Context: an optimization exercise on an open-source flow, tuned for small area and a short achievable clock period. The choices shown serve that exercise and are no tape-out recipe. In this exercise RTL edits were held to simulation tests only and were not proved equivalent to the original. Power figures rest on the tool's default switching activity, not on a simulated workload.

==> flow/config.mk <==
export PLATFORM = sky130hd
export DESIGN_NAME = albert_periph
export DESIGN_NICKNAME = albert_periph
export VERILOG_FILES = /design/flow/design.v
export SDC_FILE = /design/flow/constraint.sdc
export NUM_CORES = 4
export LEC_CHECK = 0
export ABC_AREA = 1
export CAP_MARGIN = 20
export CORE_MARGIN = 2
export CORE_UTILIZATION = 60
export CTS_CLUSTER_DIAMETER = 100
export CTS_CLUSTER_SIZE = 30
export SLEW_MARGIN = 20
==> flow/constraint.sdc <==
create_clock -name core_clock -period 10.0 [get_ports {clk}]
set_input_delay 2.0000 -clock core_clock [delete_from_list [all_inputs] [get_ports {clk}]]
set_output_delay 2.0000 -clock core_clock [all_outputs]
set_load 0.01 [all_outputs]
==> flow/design.v <==
module albert_fifo #(
    parameter CAP = 16,
    parameter CW  = 5,
    parameter PW  = 4
) (
    input               clk,
    input               rst,
    input               clear,
    input               push,
    input      [7:0]    din,
    input               pop,
    output reg [7:0]    head,        
    output reg [CW-1:0] count
);
    reg [7:0] mem [0:CAP-1];
    integer i;
    always @(posedge clk) begin
        if (push) begin
            mem[0] <= din;
            for (i = 1; i < CAP; i = i + 1)
                mem[i] <= mem[i-1];
        end
    end
    always @(*) begin
        head = 8'h00;
        for (i = 0; i < CAP; i = i + 1)
            if (count[PW-1:0] == ((i + 1) % (1 << PW)))
                head = head | mem[i];
    end
    wire [CW-1:0] count_inc = count + 1'b1;
    wire [CW-1:0] count_dec = count - 1'b1;
    always @(posedge clk) begin
        if (rst || clear)
            count <= {CW{1'b0}};
        else if (push != pop)
            count <= push ? count_inc : count_dec;
    end
endmodule
module albert_serial (
    input             clk,
    input             rst,
    input             soft_rst,
    input             host_valid,
    input      [7:0]  host_data,
    output            host_ready,
    output reg        tx_valid,
    output reg [7:0]  tx_data,
    output reg        rx_overrun,
    input      [3:0]  sub,
    input             data_rd,       
    input             data_wr,       
    input      [7:0]  wdata,
    output reg [7:0]  rdata,         
    output            rd_empty,      
    output            wr_full,       
    output            rx_half_full,
    output            rx_quarter_full
);
    localparam [10:0] LFSR_1199 = 11'd1103;
    function [10:0] lfsr_step(input [10:0] s);
        lfsr_step = {s[9:0], ~(s[10] ^ s[8])};
    endfunction
    wire tick = !soft_rst;
    wire [3:0] ig_count;
    wire [7:0] ig_mem_head;
    wire       ig_full  = (ig_count == 4'd10);
    wire       ig_empty = (ig_count == 4'd0);
    wire       ig_push  = host_valid && !ig_full;
    wire       ig_pop;
    wire [7:0] ig_head  = ig_empty ? host_data : ig_mem_head;
    assign host_ready = !rst && !ig_full;
    albert_fifo #(.CAP(10), .CW(4), .PW(4)) u_ingress (
        .clk(clk), .rst(rst), .clear(1'b0),
        .push(ig_push), .din(host_data),
        .pop(ig_pop), .head(ig_mem_head), .count(ig_count)
    );
    reg  [10:0] rx_wait;
    wire        rx_due = (rx_wait == LFSR_1199);
    assign ig_pop = tick && rx_due && (!ig_empty || host_valid);
    wire [4:0] rx_count;
    wire [7:0] rx_mem_head;
    wire       rx_empty = (rx_count == 5'd0);
    wire       rx_full  = rx_count[4];
    wire       rx_take  = rx_due && !rx_full && (!ig_empty || host_valid);
    wire       rx_push  = tick && rx_take;
    wire [4:0] rx_mid   = rx_take ? rx_count + 1'b1 : rx_count;
    wire       rx_mid_empty = rx_empty && !rx_take;
    wire       rx_mid_full  = rx_full || (rx_count == 5'd15 && rx_take);
    wire       rx_pop   = data_rd && !rx_mid_empty;
    wire [7:0] rx_out   = rx_empty ? ig_head : rx_mem_head;
    always @(posedge clk) begin
        if (rst) begin
            rx_wait    <= 11'd0;
            rx_overrun <= 1'b0;
        end else begin
            rx_overrun <= ig_pop && rx_full;
            if (ig_pop)
                rx_wait <= 11'd0;
            else if (tick && !rx_due)
                rx_wait <= lfsr_step(rx_wait);
        end
    end
    albert_fifo #(.CAP(16), .CW(5), .PW(4)) u_rx (
        .clk(clk), .rst(rst), .clear(soft_rst),
        .push(rx_push), .din(ig_head),
        .pop(rx_pop), .head(rx_mem_head), .count(rx_count)
    );
    reg         transmitting;
    reg  [10:0] tx_wait;
    wire [4:0]  tx_count;
    wire [7:0]  tx_head;
    wire        tx_last = (tx_wait == LFSR_1199);
    wire        tx_pop  = tick && !transmitting && (tx_count != 5'd0);
    wire        tx_popped   = !transmitting && (tx_count != 5'd0);
    wire [4:0]  tx_mid      = tx_popped ? tx_count - 1'b1 : tx_count;
    wire        tx_mid_full = tx_count[4] && transmitting;
    wire        tx_mid_empty = (tx_count == 5'd0) || (tx_count == 5'd1 && !transmitting);
    wire        tx_mid_low   = !tx_count[4] && (!tx_count[3] || (tx_count[2:0] == 3'd0 && !transmitting));
    wire        tx_push = data_wr && !tx_mid_full;
    always @(posedge clk) begin
        if (rst) begin
            transmitting <= 1'b0;
            tx_valid     <= 1'b0;
        end else begin
            tx_valid <= tick && transmitting && tx_last;
            if (soft_rst)
                transmitting <= 1'b0;
            else if (transmitting)
                transmitting <= !tx_last;
            else if (tx_count != 5'd0)
                transmitting <= 1'b1;
        end
    end
    always @(posedge clk) begin
        tx_wait <= transmitting ? lfsr_step(tx_wait) : 11'd0;
        if (tx_pop)
            tx_data <= tx_head;
    end
    albert_fifo #(.CAP(16), .CW(5), .PW(4)) u_tx (
        .clk(clk), .rst(rst), .clear(soft_rst),
        .push(tx_push), .din(wdata),
        .pop(tx_pop), .head(tx_head), .count(tx_count)
    );
    assign rd_empty = rx_mid_empty;
    assign wr_full  = tx_mid_full;
    assign rx_half_full    = (rx_mid >= 5'd8);
    assign rx_quarter_full = (rx_mid >= 5'd4);
    always @(*) begin
        case (sub)
            4'h0:    rdata = rx_mid_empty ? 8'h00 : rx_out;
            4'h1:    rdata = {6'd0, !rx_mid_empty, !tx_mid_full};
            4'h2:    rdata = {7'd0, tx_mid_empty};
            4'h3:    rdata = {7'd0, tx_mid_low};
            4'h4:    rdata = {7'd0, tx_mid_full};
            4'h5:    rdata = {7'd0, tx_mid_full};
            4'h6:    rdata = {7'd0, rx_mid_empty};
            4'h7:    rdata = {7'd0, rx_half_full};
            4'h8:    rdata = {7'd0, rx_quarter_full};
            4'h9:    rdata = {7'd0, rx_mid_full};
            4'hE:    rdata = {3'd0, rx_mid};
            4'hF:    rdata = {3'd0, tx_mid};
            default: rdata = 8'h00;
        endcase
    end
endmodule
module albert_counter (
    input             clk,
    input             rst,
    input             tick,
    output     [15:0] value_now,    
    output            is_zero       
);
    reg [2:0]  pre;
    reg [15:0] ahead;
    assign value_now = ahead;
    assign is_zero   = (ahead == 16'h0000);
    always @(posedge clk) begin
        if (rst) begin
            pre   <= 3'd0;
            ahead <= 16'h0000;
        end else if (tick) begin
            pre <= pre + 1'b1;
            if (pre == 3'd6)
                ahead <= ahead + 1'b1;
        end
    end
endmodule
module albert_ic (
    input             clk,
    input             rst,
    input             tick,
    input      [15:0] src,           
    input             wr_mask,
    input             wr_clear,
    input      [15:0] wdata,
    output     [15:0] status_now,    
    output reg [15:0] mask,
    output            irq
);
    reg [15:0] status;
    assign status_now = tick ? (status | (mask & src)) : status;
    assign irq        = (status != 16'h0000);
    always @(posedge clk) begin
        if (rst) begin
            status <= 16'h0000;
            mask   <= 16'h0000;
        end else begin
            status <= wr_clear ? (status_now & ~wdata) : status_now;
            if (wr_mask)
                mask <= wdata;
        end
    end
endmodule
module albert_periph (
    input             clk,
    input             rst,
    input             soft_rst,
    input             bus_req,
    input             bus_we,
    input      [19:0] bus_addr,
    input      [15:0] bus_wdata,
    output reg [15:0] bus_rdata,
    output reg        bus_fault,
    output reg        bus_warn,
    input      [2:0]  host_valid,
    input      [23:0] host_data,
    output     [2:0]  host_ready,
    output     [2:0]  tx_valid,
    output     [23:0] tx_data,
    output     [2:0]  rx_overrun,
    input      [7:0]  ext_src,
    output            irq
);
    wire tick = !soft_rst;
    wire [3:0] slot = bus_addr[7:4];
    wire [3:0] sub  = bus_addr[3:0];
    wire       hit  = bus_req && (bus_addr[19:8] == 12'h0F0);
    wire       mmio = hit && tick && (slot <= 4'd13);
    wire       sel_ic  = mmio && (slot == 4'd1);
    wire       sel_cnt = mmio && (slot == 4'd4);
    wire       sel_unm = mmio && (slot >= 4'd5);
    wire [2:0] sel_ser = {mmio && (slot == 4'd3), mmio && (slot == 4'd2), mmio && (slot == 4'd0)};
    wire [2:0] hit_ser = {hit && (slot == 4'd3), hit && (slot == 4'd2), hit && (slot == 4'd0)};
    wire [15:0] cnt_value;
    wire        cnt_zero;
    albert_counter u_cnt (
        .clk(clk), .rst(rst), .tick(tick),
        .value_now(cnt_value), .is_zero(cnt_zero)
    );
    wire [7:0] ser_rdata [0:2];
    wire [2:0] ser_rd_empty, ser_wr_full, ser_half, ser_quarter;
    genvar g;
    generate
        for (g = 0; g < 3; g = g + 1) begin : ser
            albert_serial u_ser (
                .clk(clk), .rst(rst), .soft_rst(soft_rst),
                .host_valid(host_valid[g]), .host_data(host_data[8*g +: 8]),
                .host_ready(host_ready[g]),
                .tx_valid(tx_valid[g]), .tx_data(tx_data[8*g +: 8]),
                .rx_overrun(rx_overrun[g]),
                .sub(sub),
                .data_rd(hit_ser[g] && !bus_we && (sub == 4'h0)),
                .data_wr(hit_ser[g] && bus_we && (sub == 4'h0)),
                .wdata(bus_wdata[7:0]),
                .rdata(ser_rdata[g]),
                .rd_empty(ser_rd_empty[g]), .wr_full(ser_wr_full[g]),
                .rx_half_full(ser_half[g]), .rx_quarter_full(ser_quarter[g])
            );
        end
    endgenerate
    wire [15:0] ic_src = {ext_src,
                          ser_quarter[2], ser_half[2],
                          ser_quarter[1], ser_half[1],
                          ser_quarter[0], ser_half[0],
                          cnt_zero, 1'b0};
    wire [15:0] ic_status, ic_mask;
    albert_ic u_ic (
        .clk(clk), .rst(rst), .tick(tick), .src(ic_src),
        .wr_mask(sel_ic && bus_we && (sub == 4'h1)),
        .wr_clear(sel_ic && bus_we && (sub == 4'h2)),
        .wdata(bus_wdata),
        .status_now(ic_status), .mask(ic_mask), .irq(irq)
    );
    reg [15:0] rdata;
    always @(*) begin
        case (slot[2:0])
            3'd0:    rdata = {8'h00, ser_rdata[0]};
            3'd1:    rdata = sub[0] ? ic_mask : ic_status;
            3'd2:    rdata = {8'h00, ser_rdata[1]};
            3'd3:    rdata = {8'h00, ser_rdata[2]};
            default: rdata = cnt_value;
        endcase
    end
    wire fault = sel_unm || (sel_cnt && bus_we) || (sel_ic && bus_we && (sub > 4'h2));
    wire warn  = |(sel_ser & (bus_we ? ((sub != 4'h0) ? 3'b111 : ser_wr_full)
                                     : ((sub == 4'h0) ? ser_rd_empty : 3'b000)));
    always @(posedge clk) begin
        bus_rdata <= rdata;
        if (rst) begin
            bus_fault <= 1'b0;
            bus_warn  <= 1'b0;
        end else begin
            bus_fault <= fault;
            bus_warn  <= warn;
        end
    end
endmodule
==> flow/flow/run.sh <==
#!/bin/bash
# The standard layout (standard.sh, standard synthesis unchanged) with two
# changes to how the layout is made:
#  - the port buffers are sky130_fd_sc_hd__buf_1 instead of the default
#    delay buffer; every port still gets its own buffer.
# ORFS writes each step's full log under orfs/logs/; this script's own
# output goes to run.log.
set -euo pipefail
cd "$(dirname "$0")/.."
bash standard.sh SETUP_SLACK_MARGIN=5.6 "BUFFER_PORTS_ARGS=-buffer_cell sky130_fd_sc_hd__buf_1" finish > run.log 2>&1
==> flow/standard.sh <==
#!/bin/bash
# synth_recipe.tcl (not shown) runs the flow's synth.tcl, then flattens the netlist and writes it again
# the make line also repeats each setting of config.mk as NAME=value (left out here)
make -C /OpenROAD-flow-scripts/flow DESIGN_CONFIG=/design/flow/config.mk WORK_HOME=/design/flow/orfs CLKGATE_MAP_FILE= SYNTH_SCRIPT=/design/flow/synth_recipe.tcl "${@:-finish}"
==> results of run 1 <==
-- sequential cells by signal, indices dropped and copies added, names as in the netlist, 16 cells and up --
signal,flops
ser.u_ser.tx_wait,33
ser.u_ser.u_rx.mem,384
ser.u_ser.tx_data,24
u_cnt.ahead,16
ser.u_ser.u_tx.mem,384
u_ic.status,16
bus_rdata,16
ser.u_ser.rx_wait,33
u_ic.mask,16
ser.u_ser.u_ingress.mem,240
-- layout by cell type, fill, tap and decap left out, types with 7 or more instances in the layout --
| master | netlist | final |
|---|---|---|
| edfxtp_1 | 1032 | 1032 |
| buf_4 | 18 | 23 |
| a21oi_1 | 156 | 155 |
| nor2_2 | 15 | 17 |
| a221oi_1 | 63 | 63 |
| a31oi_1 | 15 | 15 |
| o21ai_0 | 125 | 123 |
| and3_1 | 9 | 9 |
| a211oi_1 | 49 | 49 |
| buf_1 | 2 | 123 |
| or2_2 | 22 | 22 |
| xor2_1 | 21 | 21 |
| nor2_1 | 353 | 348 |
| ha_1 | 49 | 49 |
| a22o_1 | 27 | 27 |
| nand2_1 | 1104 | 1100 |
| nand4_1 | 102 | 102 |
| a2111oi_0 | 12 | 12 |
| inv_1 | 408 | 398 |
| clkbuf_1 | 32 | 35 |
| o22ai_1 | 24 | 24 |
| nand2_4 | 6 | 8 |
| o2bb2ai_1 | 7 | 7 |
| nand3b_1 | 8 | 8 |
| nor3_1 | 35 | 33 |
| inv_2 | 30 | 33 |
| nor3b_1 | 8 | 8 |
| o21ai_1 | 5 | 7 |
| nand3_1 | 299 | 296 |
| dfxtp_1 | 186 | 186 |
| a32o_1 | 7 | 7 |
| clkbuf_16 | 0 | 48 |
| nor2_4 | 16 | 19 |
| a22oi_1 | 10 | 10 |
| o211ai_1 | 14 | 14 |
| nor4_1 | 13 | 12 |
| nand2_2 | 20 | 21 |
-- final timing paths --
check | from | end | slack [ns] | depth (start not counted)
worst max register to register | ser[0].u_ser.u_ingress.count[0]$_SDFFE_PP0P_ | ser[0].u_ser.u_rx.mem[6][7]$_DFFE_PP_ | 6.43 | 11
worst min-delay path | ser[0].u_ser.tx_wait[6]$_SDFF_PN0_ | ser[0].u_ser.tx_wait[7]$_SDFF_PN0_ | 0.43 | 2
worst max-delay path | rst | host_ready[2] | 5.28 | 7
worst min register to register | ser[0].u_ser.tx_wait[6]$_SDFF_PN0_ | ser[0].u_ser.tx_wait[7]$_SDFF_PN0_ | 0.43 | 2
-- critical path, delay by kind of cell --
family        cells  cell delay [ns]
simple gates      1             0.06
buf+inv           6             0.64
-- power by group through the flow --
stage	Sequential (mW)	Clock, mW	Combinational, mW
final	5.58	2.42	0.404
after global placement	5.70	0	0.390
after floorplan	5.68	0	0.257
after detailed placement	5.70	0	0.392
after global routing	5.59	2.63	0.446
after CTS	5.58	2.48	0.403
-- routing by layer --
metal  routed length [um]  up-vias  part of all wire, %  track usage [%]
li1                     -    15516                    -                -
met1                52300    15572                   45             40.5
met2                50900     1199                   44             39.9
met3                10300      121                  8.9             5.60
met4                 2510       10                  2.2             6.12
met5                   61        -                0.053                0
-- final cells by class --
| cell class | count | area share (%) |
|---|---|---|
| Multi-Input combinational cell | 2630 | 24.8 |
| Antenna cell | 5 | 0.0235 |
| Clock inverter | 3 | 0.0893 |
| Tap cell | 1070 | 2.51 |
| Inverter | 448 | 3.28 |
| Clock buffer | 82 | 2.45 |
| Timing Repair Buffer | 160 | 1.67 |
| Sequential cell | 1218 | 65.2 |
-- cells by family (layout without fill, tap and decap cells) --
group | Yosys count | count (layout) | share of synthesized area, %
xor+xnor | 26 | 26 | 0.456
mux | 4 | 4 | 0.0902
simple gates | 2027 | 2027 | 17.7
buf+inv | 525 | 693 | 4.25
other cells | 0 | 5 | 0
fa+ha+maj | 49 | 49 | 1.23
flops | 1218 | 1218 | 69.5
compound gates | 524 | 524 | 6.72
-- timing repair --
| action | in CTS | in global routing |
|---|---|---|
| gates resized for setup | 25 | 11 |
| hold buffers | 0 | 0 |
| setup buffers | 6 | 0 |
| endpoints found under the setup margin | 248 | 81 |
| gates cloned | 2 | 0 |
==> flow_metrics.env, run 1 <==
export IMPL_synth_seq_area_share_pct=69.5
export IMPL_utilization_pct=64.8
export IMPL_drc_errors=0
export IMPL_ir_drop_v=0.000144
export IMPL_finalCriticalPeriod_ns=4.72
export IMPL_grtUsageTotal_pct=26.7
export IMPL_rsz0062_at_grt="yes"
export IMPL_drv_slew=0
export IMPL_syn_inst=4373
export IMPL_cap_violations=0
export IMPL_synth_avg_cell_area_um2=11.4
export IMPL_portBuffers=127
export IMPL_antenna_found_initial=9
export IMPL_power_frac_seq_pct=66.4
export IMPL_ys_flop_type="edfxtp_1"
export IMPL_grt_max_degree=89
export IMPL_register_area_um2=34700
export IMPL_nNetsFinal=4629
export IMPL_p_leak_nw=19.2
export IMPL_hold_slack_ns=0.434
export IMPL_h_tree_depth=2
export IMPL_finalSetupViolations=0
export IMPL_clock_root_buffer="clkbuf_16"
export IMPL_drt_iter0_drc=3828
export IMPL_io_pins=128
export IMPL_ys_types=65
export IMPL_clock_power_share_pct=28.8
export IMPL_power_frac_comb_pct=4.8
export IMPL_fill_cells=6517
export IMPL_p_int_mw=6.58
export IMPL_num_vias=32418
export IMPL_critical_path_class="input port to output port"
export IMPL_crit_arrival_ns=2.72
export IMPL_cts_buffers=46
export IMPL_ant_nets=0
export IMPL_worstMarginPinSlew_ns=1.11
export IMPL_cts_tree="done"
export IMPL_fin_ws_ns=5.28
export IMPL_grt_pass1_vias=29886
export IMPL_relSlewSlack_pct=25.4
export IMPL_vias_per_cell=5.77
export IMPL_final_layout_size_suffix_gt1_share_pct=5.55
export IMPL_status="finished clean"
export IMPL_synth_most_common_cell="nand2_1"
export IMPL_hold_violations=0
export IMPL_cts_max_path_buffers=3
export IMPL_die_y_um=292
export IMPL_p_sw_share_pct=21.6
export IMPL_hpwl_mm=79.3
export IMPL_critPathLaunchType="input port"
export IMPL_period_share_pct=47.2
export IMPL_first_pass_iters=6
export IMPL_grt_pass1_wl_mm=176
export IMPL_crit_required_ns=8.00
export IMPL_synth_top_cells_by_count="nand2_1, edfxtp_1, inv_1, nor2_1, nand3_1"
export IMPL_drt_total_wl_mm=116
export IMPL_die_w_um=292
export IMPL_synth_area_leader_cell="edfxtp_1"
export IMPL_cp_common_cell="buf_12"
export IMPL_totalPowerFinal_mw=8.40
export IMPL_core_rowCount=105
export IMPL_routedWlPerCell_um=20.7
export IMPL_die_area_um2=85600
export IMPL_max_stage_delay_ns=0.16
export IMPL_area_growth_synth_to_final_pct=6.66
export IMPL_dp_worst_setup_slack_ns=4.44
export IMPL_place_inst=5517
export IMPL_worst_path_max_fanout=3
export IMPL_final_cells=5616
export IMPL_p_per_area_nw_per_um2=158
export IMPL_cp_cell_sequence="clkbuf_16 -> buf_12 -> clkinvlp_4 -> buf_12 -> nand2_2 -> inv_1 -> buf_2"
export IMPL_synth_area_leaders="edfxtp_1, nand2_1, dfxtp_1"
export IMPL_p_sw_mw=1.82
export IMPL_start_util_pct=60.7
export IMPL_gp_congestion=0.951
export IMPL_synth_warnings=8
export IMPL_hp_class="flip-flop to flip-flop"
export IMPL_clkSinkCount=1218
export IMPL_syn_cell_area_um2=49900
export IMPL_core_region_area_um2=82200
export IMPL_fin_worst_skew_ns=0.0360
export IMPL_endpoint_kind="output port"
export IMPL_syn_nets=4498
export IMPL_crit_slowest_cell="buf_12"
export IMPL_multi_input_area_um2=13200
export IMPL_clk_pin_slew_ns=0.11
export IMPL_synth_edff_count=1032
export IMPL_setup_tns_ns=0
export IMPL_synth_top_area_share_pct=62.1
export IMPL_place_area_um2=51600
export IMPL_ys_seq_elements=1218
export IMPL_clock_latency_ns=0.65
export IMPL_fin_area_um2=53300
export IMPL_max_freq_mhz=212
export IMPL_grt_ovfl_total=0
export IMPL_async_flop_share_pct=0
==> run 2: changes to the inputs <==
--- a/flow/design.v
+++ b/flow/design.v
@@ -64,10 +64,16 @@
     wire [3:0] ig_count;
     wire [7:0] ig_mem_head;
-    wire       ig_full  = (ig_count == 4'd10);
+    reg        ig_full;
     wire       ig_empty = (ig_count == 4'd0);
     wire       ig_push  = host_valid && !ig_full;
     wire       ig_pop;
     wire [7:0] ig_head  = ig_empty ? host_data : ig_mem_head;
-    assign host_ready = !rst && !ig_full;
+    assign host_ready = !(rst || ig_full);
+    always @(posedge clk) begin
+        if (rst)
+            ig_full <= 1'b0;
+        else if (ig_push != ig_pop)
+            ig_full <= ig_push && (ig_count == 4'd9);
+    end
     albert_fifo #(.CAP(10), .CW(4), .PW(4)) u_ingress (
         .clk(clk), .rst(rst), .clear(1'b0),
--- a/flow/config.mk
+++ b/flow/config.mk
@@ -9,6 +9,6 @@
 export CAP_MARGIN = 20
 export CORE_MARGIN = 2
-export CORE_UTILIZATION = 60
-export CTS_CLUSTER_DIAMETER = 100
+export CORE_UTILIZATION = 50
+export CTS_CLUSTER_DIAMETER = 70
 export CTS_CLUSTER_SIZE = 30
 export SLEW_MARGIN = 20
==> run 2 against run 1 <==
  * Maximum frequency up 6.0%
  * Die area up 20%
  * Total power grew 11%
  * Critical path type unchanged
==> flow_metrics.env, run 2 <==
export IMPL_finalCriticalPeriod_ns=4.46
export IMPL_cts_buffers=68
export IMPL_portBuffers=127
export IMPL_grtUsageTotal_pct=23.3
export IMPL_syn_cell_area_um2=49900
export IMPL_critPathLaunchType="input port"
export IMPL_hold_violations=0
export IMPL_layout_common_cells="nand2_1, edfxtp_1, inv_1, nand3_1, nor2_1"
export IMPL_place_area_um2=51900
export IMPL_synth_area_leader_cell="edfxtp_1"
export IMPL_num_vias=32737
export IMPL_grt_pass1_vias=30408
export IMPL_synth_avg_cell_area_um2=11.5
export IMPL_clk_pin_slew_ns=0.10
export IMPL_relSlewSlack_pct=27.4
export IMPL_hpwl_mm=83.1
export IMPL_synth_edff_count=1032
export IMPL_p_leak_nw=19.5
export IMPL_synth_area_leaders="edfxtp_1, nand2_1, dfxtp_1"
export IMPL_finalSetupViolations=0
export IMPL_endpoint_kind="output port"
export IMPL_synth_most_common_cell="nand2_1"
export IMPL_nNetsFinal=4638
export IMPL_r2r_start="ser[1].u_ser.u_ingress.count[3]$_SDFFE_PP0P_"
export IMPL_cp_depth=4
export IMPL_clock_latency_ns=0.69
export IMPL_grt_pass1_wl_mm=184
export IMPL_synth_top_cells_by_count="nand2_1, edfxtp_1, inv_1, nand3_1, nor2_1"
export IMPL_worstMarginPinSlew_ns=1.09
export IMPL_final_common_cell="nand2_1"
export IMPL_hold_slack_ns=0.433
export IMPL_drt_total_wl_mm=121
export IMPL_fin_worst_skew_ns=0.0518
export IMPL_p_per_area_nw_per_um2=171
export IMPL_hp_start="ser[0].u_ser.tx_wait[6]$_SDFF_PN0_"
export IMPL_ys_types=57
export IMPL_register_area_um2=34800
export IMPL_clock_root_buffer="clkbuf_16"
export IMPL_io_pins=128
export IMPL_max_stage_delay_ns=0.14
export IMPL_fin_area_um2=54700
export IMPL_die_area_um2=102000
export IMPL_ys_flop_type="edfxtp_1"
export IMPL_cts_hold_buffers_added=0
export IMPL_drv_slew=0
export IMPL_h_tree_depth=3
export IMPL_status="finished clean"
export IMPL_setup_tns_ns=0
export IMPL_cts_max_path_buffers=3
export IMPL_clkSinkCount=1221
export IMPL_crit_arrival_ns=2.46
export IMPL_reg2reg_setup_slack_ns=6.45
export IMPL_min_to="ser[0].u_ser.tx_wait[7]$_SDFF_PN0_"
export IMPL_drt_iter0_drc=3824
export IMPL_first_pass_iters=6
export IMPL_syn_inst=4356
export IMPL_multi_input_area_um2=13300
export IMPL_gp_congestion=0.910
export IMPL_diodes=0
export IMPL_cts_tree="done"
export IMPL_crit_slowest_cell="buf_12"
export IMPL_die_w_um=320
export IMPL_worst_path_max_fanout=5
export IMPL_die_y_um=320
export IMPL_vias_per_cell=5.59
export IMPL_fill_cells=8423
export IMPL_critical_path_class="input port to output port"
export IMPL_grt_ovfl_total=0
export IMPL_synth_warnings=8
export IMPL_final_layout_size_suffix_gt1_share_pct=7.90
export IMPL_path_buf_inv=3
export IMPL_core_rowCount=115
export IMPL_hp_class="flip-flop to flip-flop"
export IMPL_ys_seq_elements=1221
export IMPL_period_share_pct=44.6
export IMPL_ant_nets=0
export IMPL_totalPowerFinal_mw=9.35
export IMPL_async_flop_share_pct=0
export IMPL_crit_family="buffers and inverters"
export IMPL_cp_cell_sequence="clkbuf_16 -> buf_12 -> nor2_4 -> buf_6"
export IMPL_area_growth_synth_to_final_pct=9.68
export IMPL_drc_errors=0
export IMPL_r2r_cells=9
export IMPL_antenna_found_initial=3
export IMPL_routedWlPerCell_um=20.7
export IMPL_synth_seq_area_share_pct=69.7
export IMPL_core_region_area_um2=98700
export IMPL_grt_max_degree=97
export IMPL_top_regs="ser.u_ser.u_rx.mem: 384 flops, ser.u_ser.u_tx.mem: 384 flops, ser.u_ser.u_ingress.mem: 240 flops"
export IMPL_hold_path_depth=2
export IMPL_start_util_pct=50.6
export IMPL_synth_top_area_share_pct=62.1
export IMPL_ir_drop_v=0.000138
export IMPL_crit_required_ns=8.00
export IMPL_rr_endpoint="bus_rdata[6]$_DFF_P_"
export IMPL_max_freq_mhz=224
export IMPL_rsz0062_at_grt="yes"
export IMPL_cap_violations=0
export IMPL_syn_nets=4483
==> run 2: how the worst max path moves through the flow <==
stage | start | end | slack (ns)
after floorplan | bus_addr[19] | ser[0].u_ser.u_tx.count[4]$_SDFFE_PP0P_ | 4.77
after global placement | bus_addr[6] | ser[0].u_ser.u_tx.mem[9][1]$_DFFE_PP_ | 4.13
after detailed placement | bus_addr[6] | ser[0].u_ser.u_tx.mem[11][0]$_DFFE_PP_ | 3.98
after CTS | rst | host_ready[1] | 5.51
after global routing | rst | host_ready[2] | 5.53
final | rst | host_ready[0] | 5.54
==> run 2: logic make-up (layout without fill, tap and decap cells) <==
logic type | count (synthesis) | count (layout) | synth area share [%]
and+or+nand+nor | 2051 | 2053 | 18.0
AOI/OAI and AO/OA | 514 | 514 | 6.65
adders and majority gates | 51 | 51 | 1.28
DFF | 1221 | 1221 | 69.7
buffers and inverters | 488 | 697 | 3.85
xor gates and xnor gates | 25 | 25 | 0.439
muxes | 6 | 6 | 0.135
==> run 2: stage by stage <==
stage	util (%)	setup slack, ns	instances
floorplan	-	4.77	4356
global placement	52.6	4.13	5714
detailed placement	52.6	3.98	5715
CTS	55.3	5.51	5848
global route	55.5	5.53	5854
finish	55.5	5.54	5854
==> run 2: what timing repair did <==
item,4_1_cts,5_1_grt
resized for setup,17,12
gates cloned,5,1
setup endpoints to repair,267,220
pin swaps,2,1
setup buffers,2,2
==> run 2: metal layers <==
metal	global-route usage, %	wire length [um]	part of all wire [%]	vias to the layer above
li1	-	-	-	15645
met1	35.5	56900	47	15831
met2	34.3	52300	43	1124
met3	4.92	9850	8.1	131
met4	5.62	2410	2.0	6
met5	0	38	0.031	-
==> run 2: power breakdown <==
part / switching [mW] / total (mW) / internal [mW]
sequential: 0.0433 / 5.59 / 5.54
clock: 1.88 / 3.41 / 1.53
combinational: 0.259 / 0.352 / 0.0925
total: 2.18 / 9.35 / 7.17
==> run 2: worst reg2reg max path: stages (launching register included) <==
cell and delay (ns):
dfxtp_1 0.45, nor2_2 0.72, nand2_1 0.63, or2_2 0.48, nand2_1 0.21, nand2_1 0.25
nand4_1 0.14, nor2_1 0.06, nor2_1 0.14, nand3_1 0.26
==> run 2: cell type report <==
class | count | share of cell area (%)
tap | 1287 | 2.94
multi-input combinational | 2649 | 24.4
clock buffer | 76 | 3.28
timing repair inverter | 2 | 0.0183
inverter | 405 | 2.85
timing repair buffer | 164 | 1.71
clock inverter | 50 | 1.32
sequential | 1221 | 63.5
==> run 3: changes to the inputs <==
--- a/flow/config.mk
+++ b/flow/config.mk
@@ -9,5 +9,5 @@
 export CAP_MARGIN = 20
 export CORE_MARGIN = 2
-export CORE_UTILIZATION = 50
+export CORE_UTILIZATION = 60
 export CTS_CLUSTER_DIAMETER = 70
 export CTS_CLUSTER_SIZE = 30
==> run 3 against run 2 <==
  * Still clean on timing, DRC and antenna
  * Total power decreased by 5.8%
  * Register-to-register slack got worse by 0.07 ns
  * Maximum frequency decreased by 0.73%
  * Via count decreased by 0.47%
  * Clock-buffer cell count decreased by 4
  * Largest cell class unchanged
  * Highest routed layer unchanged
==> flow_metrics.env, run 3 <==
export IMPL_synth_edff_count=1032
export IMPL_p_per_area_nw_per_um2=164
export IMPL_syn_inst=4356
export IMPL_fin_area_um2=53800
export IMPL_utilization_pct=65.4
export IMPL_endpoint_kind="output port"
export IMPL_worstMarginPinSlew_ns=1.18
export IMPL_core_region_area_um2=82200
export IMPL_clock_root_buffer="clkbuf_16"
export IMPL_hold_slack_ns=0.434
export IMPL_ys_types=57
export IMPL_core_rowCount=105
export IMPL_syn_cell_area_um2=49900
export IMPL_die_area_um2=85500
export IMPL_nNetsFinal=4611
export IMPL_critical_path_class="input port to output port"
export IMPL_place_area_um2=51600
export IMPL_io_pins=128
export IMPL_drc_errors=0
export IMPL_routedWlPerCell_um=20.9
export IMPL_die_w_um=292
export IMPL_p_leak_nw=19.2
export IMPL_fin_worst_skew_ns=0.0322
export IMPL_area_growth_synth_to_final_pct=7.72
export IMPL_die_y_um=292
export IMPL_ir_drop_v=0.000196
export IMPL_async_flop_share_pct=0
export IMPL_finalSetupViolations=0
export IMPL_grt_pass1_wl_mm=178
export IMPL_synth_most_common_cell="nand2_1"
export IMPL_portBuffers=127
export IMPL_relSlewSlack_pct=20.7
export IMPL_drv_slew=0
export IMPL_register_area_um2=34800
export IMPL_synth_avg_cell_area_um2=11.5
export IMPL_cts_buffers=55
export IMPL_grt_most_used_layer="met2"
export IMPL_cts_max_path_buffers=3
export IMPL_first_pass_iters=6
export IMPL_synth_top_area_share_pct=62.1
export IMPL_crit_required_ns=8.00
export IMPL_fill_cells=6448
export IMPL_drt_total_wl_mm=117
export IMPL_top_regs="ser.u_ser.u_rx.mem: 384 flops, ser.u_ser.u_tx.mem: 384 flops, ser.u_ser.u_ingress.mem: 240 flops"
export IMPL_max_freq_mhz=223
export IMPL_grt_max_degree=131
export IMPL_ys_seq_elements=1221
export IMPL_critPathLaunchType="input port"
export IMPL_vias_per_cell=5.81
export IMPL_hpwl_mm=80.6
export IMPL_synth_seq_area_share_pct=69.7
export IMPL_finalCriticalPeriod_ns=4.49
export IMPL_ant_nets=0
export IMPL_status="finished clean"
export IMPL_reg2reg_setup_slack_ns=6.38
export IMPL_grt_use_met2_pct=41.4
export IMPL_clkSinkCount=1221
export IMPL_cts_tree="done"
export IMPL_clk_pin_slew_ns=0.11
export IMPL_grtUsageTotal_pct=27.0
export IMPL_synth_area_leader_cell="edfxtp_1"
export IMPL_grt_ovfl_total=0
export IMPL_clock_latency_ns=0.67
export IMPL_use_met1_pct=40.9
export IMPL_h_tree_depth=2
export IMPL_period_share_pct=44.9
export IMPL_setup_tns_ns=0
export IMPL_multi_input_area_um2=13300
export IMPL_hold_violations=0
export IMPL_cap_violations=0
export IMPL_layout_common_cells="nand2_1, edfxtp_1, inv_1"
export IMPL_grt_pass1_vias=30215
export IMPL_syn_nets=4483
export IMPL_crit_arrival_ns=2.49
export IMPL_antenna_found_initial=9
export IMPL_drt_iter0_drc=3643
export IMPL_gp_congestion=0.936
export IMPL_ys_flop_type="edfxtp_1"
export IMPL_synth_top_cells_by_count="nand2_1, edfxtp_1, inv_1, nand3_1, nor2_1"
export IMPL_synth_area_leaders="edfxtp_1, nand2_1, dfxtp_1"
export IMPL_grtUsageMet3_pct=3.76
export IMPL_hp_class="flip-flop to flip-flop"
export IMPL_start_util_pct=60.7
export IMPL_final_common_cell="nand2_1"
export IMPL_worst_path_max_fanout=5
export IMPL_num_vias=32584
export IMPL_synth_warnings=8
export IMPL_final_layout_size_suffix_gt1_share_pct=7.02
export IMPL_rsz0062_at_grt="yes"
==> run 3: through the flow <==
step	instances	total power [mW]	worst slack [ns]
3_3_place_gp	5491	6.03	4.62
2_1_floorplan	4356	5.89	4.77
5_1_grt	5602	9.07	5.50
3_5_place_dp	5491	6.03	4.48
4_1_cts	5599	8.87	5.51
6_report	5604	8.81	5.51
==> run 3: worst max-delay path, stage by stage <==
cell       delay, ns
clkbuf_16       0.12
buf_12          0.14
nor2_4          0.11
buf_6           0.11
==> run 3: path summary, 6_finish.rpt <==
path                                                startpoint                            endpoint  cells after the start
hold / removal              ser[1].u_ser.tx_wait[0]$_SDFF_PN0_  ser[1].u_ser.tx_wait[1]$_SDFF_PN0_                      2
hold reg to reg             ser[1].u_ser.tx_wait[0]$_SDFF_PN0_  ser[1].u_ser.tx_wait[1]$_SDFF_PN0_                      2
setup reg to reg  ser[2].u_ser.u_ingress.count[3]$_SDFFE_PP0P_                bus_rdata[6]$_DFF_P_                      9
setup / recovery                                           rst                       host_ready[2]                      4
==> run 3: repair_timing <==
action / in CTS / in global routing
buffers inserted: 3 / 0
hold buffers: 0 / 0
pin swaps: 1 / 1
cloned: 3 / 0
resized for setup: 20 / 7
endpoints found under the setup margin: 225 / 174
==> run 3: report_power, final <==
group | internal (mW) | total (mW) | switching (mW)
Combinational | 0.0904 | 0.344 | 0.253
Clock | 1.22 | 2.88 | 1.66
Sequential | 5.54 | 5.59 | 0.0433
Total | 6.86 | 8.81 | 1.95
==> run 3: per-layer routing <==
metal / routed length [um] / share of wire, %
met1: 53500 / 46
met2: 52900 / 45
met5: 29 / 0.025
met3: 7970 / 6.8
met4: 3040 / 2.6
==> run 3: cells by family after synthesis <==
logic type / count (synthesis) / share of synthesized area, %
AND/OR/NAND/NOR: 2051 / 18.0
flip-flops: 1221 / 69.7
AO/OA/AOI/OAI: 514 / 6.65
buffers and inverters: 488 / 3.85
adder cells (fa/ha/maj): 51 / 1.28
XOR/XNOR: 25 / 0.439
multiplexers: 6 / 0.135
==> run 3: final cells by class <==
type | instances | area share (%)
well taps | 1070 | 2.49
inverters | 405 | 2.90
clock buffers | 72 | 2.95
clock inverters | 30 | 0.666
repair buffers | 153 | 1.50
diodes | 5 | 0.0233
repair inverters | 1 | 0.0140
flip-flops and latches | 1221 | 64.7
multi-input cells | 2647 | 24.8
==> run 4: changes to the inputs <==
--- a/flow/config.mk
+++ b/flow/config.mk
@@ -9,5 +9,5 @@
 export CAP_MARGIN = 20
 export CORE_MARGIN = 2
-export CORE_UTILIZATION = 60
+export CORE_UTILIZATION = 70
 export CTS_CLUSTER_DIAMETER = 70
 export CTS_CLUSTER_SIZE = 30
==> run 4 against run 3 <==
  * Still clean on timing, DRC and antenna
  * Global-route usage increased by 4.2 points
  * Via count is 2.7% higher
  * Combinational power is essentially flat
  * First-iteration DRC count is 20% higher
  * Wire length shrank 1.0%
  * Area after synthesis unchanged
  * Sequential cell count unchanged
  * Largest cell class unchanged
  * Largest power group unchanged
  * Highest routed layer unchanged
==> flow_metrics.env, run 4 <==
export IMPL_hpwl_mm=78.8
export IMPL_final_common_cell="nand2_1"
export IMPL_crit_family="buffers and inverters"
export IMPL_clock_latency_ns=0.66
export IMPL_routedWlPerCell_um=21.2
export IMPL_synth_top_cells_by_count="nand2_1, edfxtp_1, inv_1, nand3_1, nor2_1"
export IMPL_min_to="ser[1].u_ser.tx_wait[7]$_SDFF_PN0_"
export IMPL_grt_pass1_wl_mm=178
export IMPL_critPathLaunchType="input port"
export IMPL_die_y_um=271
export IMPL_synth_area_leader_cell="edfxtp_1"
export IMPL_portBuffers=127
export IMPL_first_pass_iters=5
export IMPL_synth_edff_count=1032
export IMPL_max_stage_delay_ns=0.14
export IMPL_synth_xor_area_share_pct=0.439
export IMPL_critical_path_class="input port to output port"
export IMPL_worstMarginPinSlew_ns=1.02
export IMPL_core_rowCount=97
export IMPL_ir_drop_v=0.000210
export IMPL_final_layout_size_suffix_gt1_share_pct=7.03
export IMPL_start_util_pct=71.0
export IMPL_crit_arrival_ns=2.49
export IMPL_r2r_start="ser[2].u_ser.u_ingress.count[0]$_SDFFE_PP0P_"
export IMPL_worst_path_max_fanout=4
export IMPL_syn_inst=4356
export IMPL_drt_total_wl_mm=116
export IMPL_grt_max_degree=131
export IMPL_drv_slew=0
export IMPL_num_vias=33467
export IMPL_gp_congestion=0.945
export IMPL_reg2reg_setup_slack_ns=6.42
export IMPL_ys_types=57
export IMPL_async_flop_share_pct=0
export IMPL_power_frac_comb_pct=4.0
export IMPL_p_sw_share_pct=21.6
export IMPL_syn_cell_area_um2=49900
export IMPL_syn_nets=4483
export IMPL_rsz0062_at_grt="yes"
export IMPL_crit_slowest_cell="buf_12"
export IMPL_area_growth_synth_to_final_pct=7.09
export IMPL_hp_start="ser[1].u_ser.tx_wait[6]$_SDFF_PN0_"
export IMPL_synth_avg_cell_area_um2=11.5
export IMPL_synth_adder_area_share_pct=1.28
export IMPL_cts_buffers=51
export IMPL_ant_nets=0
export IMPL_drc_errors=0
export IMPL_clock_root_buffer="clkbuf_16"
export IMPL_grt_pass1_vias=31331
export IMPL_cp_cell_sequence="clkbuf_16 -> buf_12 -> nor2_4 -> buf_6"
export IMPL_vias_per_cell=6.10
export IMPL_path_buf_inv=3
export IMPL_place_inst=5367
export IMPL_yosys_mux_area_fraction_pct=0.135
export IMPL_layout_common_cells="nand2_1, edfxtp_1, inv_1"
export IMPL_cts_tree="done"
export IMPL_ys_seq_elements=1221
export IMPL_relSlewSlack_pct=31.9
export IMPL_fin_worst_skew_ns=0.0430
export IMPL_h_tree_depth=2
export IMPL_cap_violations=0
export IMPL_top_regs="ser.u_ser.u_rx.mem: 384 flops, ser.u_ser.u_tx.mem: 384 flops, ser.u_ser.u_ingress.mem: 240 flops"
export IMPL_setup_tns_ns=0
export IMPL_io_pins=128
export IMPL_final_cells=5483
export IMPL_hold_violations=0
export IMPL_status="finished clean"
export IMPL_max_freq_mhz=222
export IMPL_synth_top_family_by_area="simple AND/OR/NAND/NOR gates"
export IMPL_grtUsageTotal_pct=31.2
export IMPL_clkSinkCount=1221
export IMPL_clk_pin_slew_ns=0.10
export IMPL_endpoint_kind="output port"
export IMPL_finalCriticalPeriod_ns=4.49
export IMPL_antenna_found_initial=11
export IMPL_grt_ovfl_total=0
export IMPL_nNetsFinal=4622
export IMPL_synth_warnings=8
export IMPL_r2r_cells=7
export IMPL_die_area_um2=73500
export IMPL_rr_endpoint="ser[2].u_ser.u_rx.mem[14][4]$_DFFE_PP_"
export IMPL_synth_top_area_share_pct=62.1
export IMPL_clock_power_share_pct=30.6
export IMPL_p_sw_mw=1.85
export IMPL_p_per_area_nw_per_um2=160
export IMPL_p_leak_nw=19.1
export IMPL_hold_path_depth=2
export IMPL_power_frac_seq_pct=65.4
export IMPL_synth_most_common_cell="nand2_1"
export IMPL_die_w_um=271
export IMPL_core_region_area_um2=70300
export IMPL_yosys_area_share_simple_pct=18.0
export IMPL_cts_max_path_buffers=3
export IMPL_cp_depth=4
export IMPL_hp_class="flip-flop to flip-flop"
export IMPL_ys_flop_type="edfxtp_1"
export IMPL_drt_iter0_drc=4370
export IMPL_finalSetupViolations=0
export IMPL_synth_compound_area_share_pct=6.65
export IMPL_crit_required_ns=8.00
export IMPL_p_int_mw=6.70
export IMPL_synth_seq_area_share_pct=69.7
export IMPL_synth_area_leaders="edfxtp_1, nand2_1, dfxtp_1"
export IMPL_period_share_pct=44.9
## run 4: kinds of logic (layout without fill, tap and decap cells)
| group | after synthesis | in the layout |
|---|---|---|
| adders and majority gates | 51 | 51 |
| DFF | 1221 | 1221 |
| other | 0 | 6 |
| xor gates and xnor gates | 25 | 25 |
| buffers and inverters | 488 | 668 |
| AOI/OAI and AO/OA | 514 | 514 |
| and+or+nand+nor | 2051 | 2052 |
| muxes | 6 | 6 |
## run 4: cell type report
cell class              count  area (um2)
diodes                      6        15.0
clock buffers              74        1440
clock inverters            21         209
fillers                  4626       16800
inverters                 405        1560
multi-input cells        2648       13300
flip-flops and latches   1221       34800
well taps                 940        1180
repair buffers            166         941
repair inverters            2        12.5
## run 4: repair_timing
item	4_1_cts	5_1_grt
endpoints found under the setup margin	230	206
hold buffers	0	0
cloned	3	3
pin swaps	2	3
buffers inserted	2	6
resized for setup	18	10
## run 4: routing by layer
layer / track usage, % / routed length, um
met2: 47.9 / 52600
met1: 46.0 / 49400
met4: 9.84 / 3620
met5: 0 / 36
met3: 5.89 / 10500
## run 4: worst reg2reg max path, delay by kind of cell, from the launching register on
family | cells | cell delay [ns]
buf+inv | 3 | 1.34
simple gates | 3 | 0.89
fa+ha+maj | 1 | 0.50
flops | 1 | 0.45
## run 4: worst max path at each step
stage | from | endpoint | slack [ns]
after CTS | rst | host_ready[2] | 5.49
after floorplan | bus_addr[19] | ser[0].u_ser.u_tx.count[4]$_SDFFE_PP0P_ | 4.77
after global placement | bus_addr[6] | ser[0].u_ser.u_tx.count[2]$_SDFFE_PP0P_ | 4.54
after global routing | rst | host_ready[2] | 5.50
final | rst | host_ready[2] | 5.51
after detailed placement | bus_addr[6] | ser[0].u_ser.u_tx.count[2]$_SDFFE_PP0P_ | 4.37
## run 4: power groups by stage
stage	sequential [mW]	clock, mW	combinational (mW)
CTS	5.59	2.65	0.334
floorplan	5.69	0	0.204
global placement	5.70	0	0.319
detailed placement	5.70	0	0.325
global route	5.60	2.82	0.369
finish	5.59	2.62	0.341
## run 4: stage by stage
stage          hold slack, ns  total power, mW  util [%]  area [um2]  setup slack [ns]
6_report                0.433             8.55      76.1       53500              5.51
5_1_grt                 0.448             8.79      76.1       53500              5.50
4_1_cts                 0.440             8.58      75.8       53300              5.49
3_5_place_dp            0.425             6.03      73.3       51500              4.37
3_3_place_gp            0.413             6.02      73.3       51500              4.54
2_1_floorplan           0.405             5.89         -       50100              4.77
==> run 5: changes to the inputs <==
--- a/flow/design.v
+++ b/flow/design.v
@@ -37,4 +37,43 @@
     end
 endmodule
+module albert_rx_ring (
+    input            clk,
+    input            rst,
+    input            clear,
+    input            push,
+    input      [7:0] din,
+    input            pop,
+    output     [7:0] head,        
+    output reg [4:0] count
+);
+    reg [7:0] ring [0:15];
+    reg [7:0] pend;
+    reg       pending;
+    reg [3:0] head_pos;
+    wire place = pending && (head_pos + count[3:0] == 4'd0);
+    integer i;
+    always @(posedge clk) begin
+        ring[0] <= place ? pend : ring[15];
+        for (i = 1; i < 16; i = i + 1)
+            ring[i] <= ring[i-1];
+        if (push)
+            pend <= din;
+    end
+    assign head = (pending && count == 5'd1) ? pend : ring[head_pos];
+    wire [4:0] count_inc = count + 1'b1;
+    wire [4:0] count_dec = count - 1'b1;
+    always @(posedge clk) begin
+        if (rst || clear) begin
+            count    <= 5'd0;
+            pending  <= 1'b0;
+            head_pos <= 4'd0;
+        end else begin
+            if (push != pop)
+                count <= push ? count_inc : count_dec;
+            pending  <= push || (pending && !place && !(pop && count == 5'd1));
+            head_pos <= head_pos + 1'b1 + pop;
+        end
+    end
+endmodule
 module albert_serial (
     input             clk,
@@ -107,5 +146,5 @@
         end
     end
-    albert_fifo #(.CAP(16), .CW(5), .PW(4)) u_rx (
+    albert_rx_ring u_rx (
         .clk(clk), .rst(rst), .clear(soft_rst),
         .push(rx_push), .din(ig_head),
--- a/flow/config.mk
+++ b/flow/config.mk
@@ -9,5 +9,5 @@
 export CAP_MARGIN = 20
 export CORE_MARGIN = 2
-export CORE_UTILIZATION = 70
+export CORE_UTILIZATION = 65
 export CTS_CLUSTER_DIAMETER = 70
 export CTS_CLUSTER_SIZE = 30
==> run 5 against run 4 <==
  * Critical path depth unchanged
  * Worst setup slack improved by 0.017 ns
  * Highest routed layer unchanged
  * Clock power increased by 5%
  * Final cell count increased by 7.6%
  * Largest power group unchanged
  * Total power increased by 1.4%
  * Still clean
  * Clock skew decreased by 0.0084 ns
  * Synthesized cell count increased by 9.4%
  * Via count increased by 1.5%
==> flow_metrics.env, run 5 <==
export IMPL_first_pass_iters=6
export IMPL_p_leak_nw=20.6
export IMPL_synth_area_leaders="edfxtp_1, dfxtp_1, nand2_1"
export IMPL_core_region_area_um2=74400
export IMPL_synth_most_common_cell="nand2_1"
export IMPL_cts_hold_buffers_added=0
export IMPL_fin_ws_ns=5.52
export IMPL_multi_input_area_um2=14800
export IMPL_grt_pass1_vias=31567
export IMPL_relSlewSlack_pct=29.9
export IMPL_layout_common_cells="nand2_1, edfxtp_1, dfxtp_1"
export IMPL_p_sw_mw=1.93
export IMPL_crit_arrival_ns=2.48
export IMPL_ys_seq_elements=1260
export IMPL_hpwl_mm=80.1
export IMPL_endpoint_kind="output port"
export IMPL_p_per_area_nw_per_um2=166
export IMPL_hold_slack_ns=0.340
export IMPL_ys_flop_type="edfxtp_1"
export IMPL_critPathLaunchType="input port"
export IMPL_crit_required_ns=8.00
export IMPL_portBuffers=127
export IMPL_area_growth_synth_to_final_pct=6.97
export IMPL_ant_nets=0
export IMPL_critical_path_class="input port to output port"
export IMPL_num_vias=33978
export IMPL_antenna_found_initial=9
export IMPL_synth_top_cells_by_count="nand2_1, edfxtp_1, dfxtp_1, inv_1, nor2_1"
export IMPL_register_area_um2=32000
export IMPL_setup_tns_ns=0
export IMPL_finalSetupViolations=0
export IMPL_r2r_cells=11
export IMPL_max_freq_mhz=223
export IMPL_clk_pin_slew_ns=0.11
export IMPL_dp_worst_setup_slack_ns=4.46
export IMPL_grtUsageTotal_pct=29.3
export IMPL_drt_total_wl_mm=115
export IMPL_hp_start="ser[1].u_ser.u_rx.ring[14][5]$_DFF_P_"
export IMPL_grt_pass1_wl_mm=178
export IMPL_hp_class="flip-flop to flip-flop"
export IMPL_die_y_um=278
export IMPL_gp_congestion=0.945
export IMPL_cap_violations=0
export IMPL_cts_buffers=53
export IMPL_drt_iter0_drc=3622
export IMPL_r2r_start="ser[2].u_ser.u_ingress.count[0]$_SDFFE_PP0P_"
export IMPL_fin_worst_skew_ns=0.0346
export IMPL_final_layout_size_suffix_gt1_share_pct=6.17
export IMPL_synth_area_leader_cell="edfxtp_1"
export IMPL_clock_latency_ns=0.67
export IMPL_cts_max_path_buffers=3
export IMPL_power_frac_comb_pct=4.4
export IMPL_die_area_um2=77400
export IMPL_clock_power_share_pct=31.6
export IMPL_drv_slew=0
export IMPL_final_common_cell="nand2_1"
export IMPL_p_int_mw=6.74
export IMPL_syn_cell_area_um2=48900
export IMPL_synth_edff_count=672
export IMPL_clock_root_buffer="clkbuf_16"
export IMPL_async_flop_share_pct=0
export IMPL_nNetsFinal=5023
export IMPL_drc_errors=0
export IMPL_place_area_um2=50300
export IMPL_synth_top_area_share_pct=41.3
export IMPL_fin_area_um2=52300
export IMPL_cts_tree="done"
export IMPL_synth_warnings=10
export IMPL_routedWlPerCell_um=19.4
export IMPL_fill_cells=5610
export IMPL_hold_violations=0
export IMPL_grt_ovfl_total=0
export IMPL_core_rowCount=100
export IMPL_start_util_pct=65.6
export IMPL_io_pins=128
export IMPL_worst_path_max_fanout=6
export IMPL_die_w_um=278
export IMPL_clkSinkCount=1260
export IMPL_period_share_pct=44.8
export IMPL_grt_max_degree=85
export IMPL_hold_path_depth=0
export IMPL_status="finished clean"
export IMPL_worstMarginPinSlew_ns=1.05
export IMPL_synth_avg_cell_area_um2=10.3
export IMPL_h_tree_depth=2
export IMPL_top_regs="ser.u_ser.u_rx.ring: 384 flops, ser.u_ser.u_tx.mem: 384 flops, ser.u_ser.u_ingress.mem: 240 flops"
export IMPL_synth_seq_area_share_pct=65.4
export IMPL_p_sw_share_pct=22.2
export IMPL_finalCriticalPeriod_ns=4.48
export IMPL_syn_nets=4905
export IMPL_rsz0062_at_grt="yes"
export IMPL_vias_per_cell=5.76
export IMPL_ir_drop_v=0.000197
export IMPL_ys_types=67
export IMPL_power_frac_seq_pct=64.0
export IMPL_syn_inst=4766
export IMPL_startpoint="rst"
[run 5: cell count changes in the layout (fill, tap and decap cells not counted), sizes merged, moves of 61 or more]
cell    previous run  this run
o21ai            103       167
nor2             369       463
nand2           1130      1297
nand3            331       270
edfxtp          1032       672
dfxtp            189       588
inv              409       478
[run 5: final timing paths]
kind	endpoint	slack [ns]
worst max-delay path	host_ready[1]	5.52
worst min-delay path	ser[1].u_ser.u_rx.ring[15][5]$_DFF_P_	0.34
worst max register to register	bus_rdata[7]$_DFF_P_	6.88
worst min register to register	ser[1].u_ser.u_rx.ring[15][5]$_DFF_P_	0.34
[run 5: repair_timing]
action | CTS | global route
setup buffers | 3 | 0
resized for setup | 22 | 8
setup endpoints to repair | 210 | 210
pin swaps | 1 | 1
cloned | 2 | 0
[run 5: kinds of logic after synthesis]
logic type	share of synthesized area, %
AO/OA/AOI/OAI	7.57
buffers and inverters	4.54
flip-flops	65.4
XOR/XNOR	0.681
AND/OR/NAND/NOR	19.8
adder cells (fa/ha/maj)	1.66
multiplexers	0.389
[run 5: routing by layer]
layer	wire length [um]	vias up	global-route usage, %
li1	-	16349	-
met2	51000	1252	45.4
met5	19	-	0
met3	9150	151	4.53
met4	2550	4	6.87
met1	51800	16222	44.0
[run 5: cell type report]
cell class	count	share of cell area, %
repair buffers	157	1.56
multi-input cells	2947	28.3
clock inverters	24	0.462
inverters	464	3.36
clock buffers	75	2.90
flip-flops and latches	1260	61.1
repair inverters	1	0.0144
diodes	1	0.00479
well taps	969	2.32
[run 5: power groups by stage]
stage / clock [mW] / combinational (mW) / sequential (mW)
final: 2.74 / 0.386 / 5.55
after global routing: 2.95 / 0.423 / 5.56
after CTS: 2.79 / 0.381 / 5.54
after detailed placement: 0 / 0.374 / 5.66
after global placement: 0 / 0.371 / 5.66
after floorplan: 0 / 0.243 / 5.65
[run 5: worst max-delay path, cell delays in order]
cell and delay, ns:
clkbuf_16 0.12, buf_12 0.15, nor2_4 0.08, buf_6 0.12
[run 5: stage by stage]
step                      util [%]  instances  power, mW
final                         70.2       5898       8.67
after global routing          70.2       5898       8.93
after CTS                     70.2       5897       8.72
after detailed placement      67.6       5793       6.04
after global placement        67.6       5793       6.03
after floorplan                  -       4766       5.89

[port drivers added, routing unchanged]
In the flow no input, the clock included, has a driving cell. The finished layouts below were timed again as built, in two steps. Step 1: set_driving_cell puts a clkbuf_16 on clk and a buf_2 on each other input, an assumption about the parent block. Step 2, shift: input delay + t, output delay - t, t = (earliest + latest rising clock arrival at the registers) / 2. This alone moves slack from input paths to output paths. Slacks: no drivers / after step 1 / after step 2; pairs: no drivers / after step 1.
| run | shift t [ns] | setup WS [ns] | hold slack, ns | clock arrival spread, ns | pins driven straight from the clock port |
|---|---|---|---|---|---|
| run 1 | 0.703 | 5.278 / 5.227 / 5.052 | 0.434 / 0.434 / 0.434 | 0.038 / 0.038 | 1 |
| run 2 | 0.730 | 5.544 / 5.499 / 5.083 | 0.433 / 0.433 / 0.433 | 0.060 / 0.059 | 1 |
| run 3 | 0.730 | 5.511 / 5.471 / 5.094 | 0.434 / 0.434 / 0.434 | 0.033 / 0.033 | 1 |
| run 4 | 0.709 | 5.505 / 5.465 / 5.064 | 0.433 / 0.433 / 0.433 | 0.046 / 0.046 | 1 |
| run 5 | 0.716 | 5.523 / 5.425 / 5.117 | 0.340 / 0.340 / 0.340 | 0.043 / 0.043 | 1 |
After both steps every run listed still meets setup and hold. For run 2, which loses most, drivers alone change the setup slack by -0.045 ns; drivers and shift together by -0.461 ns.
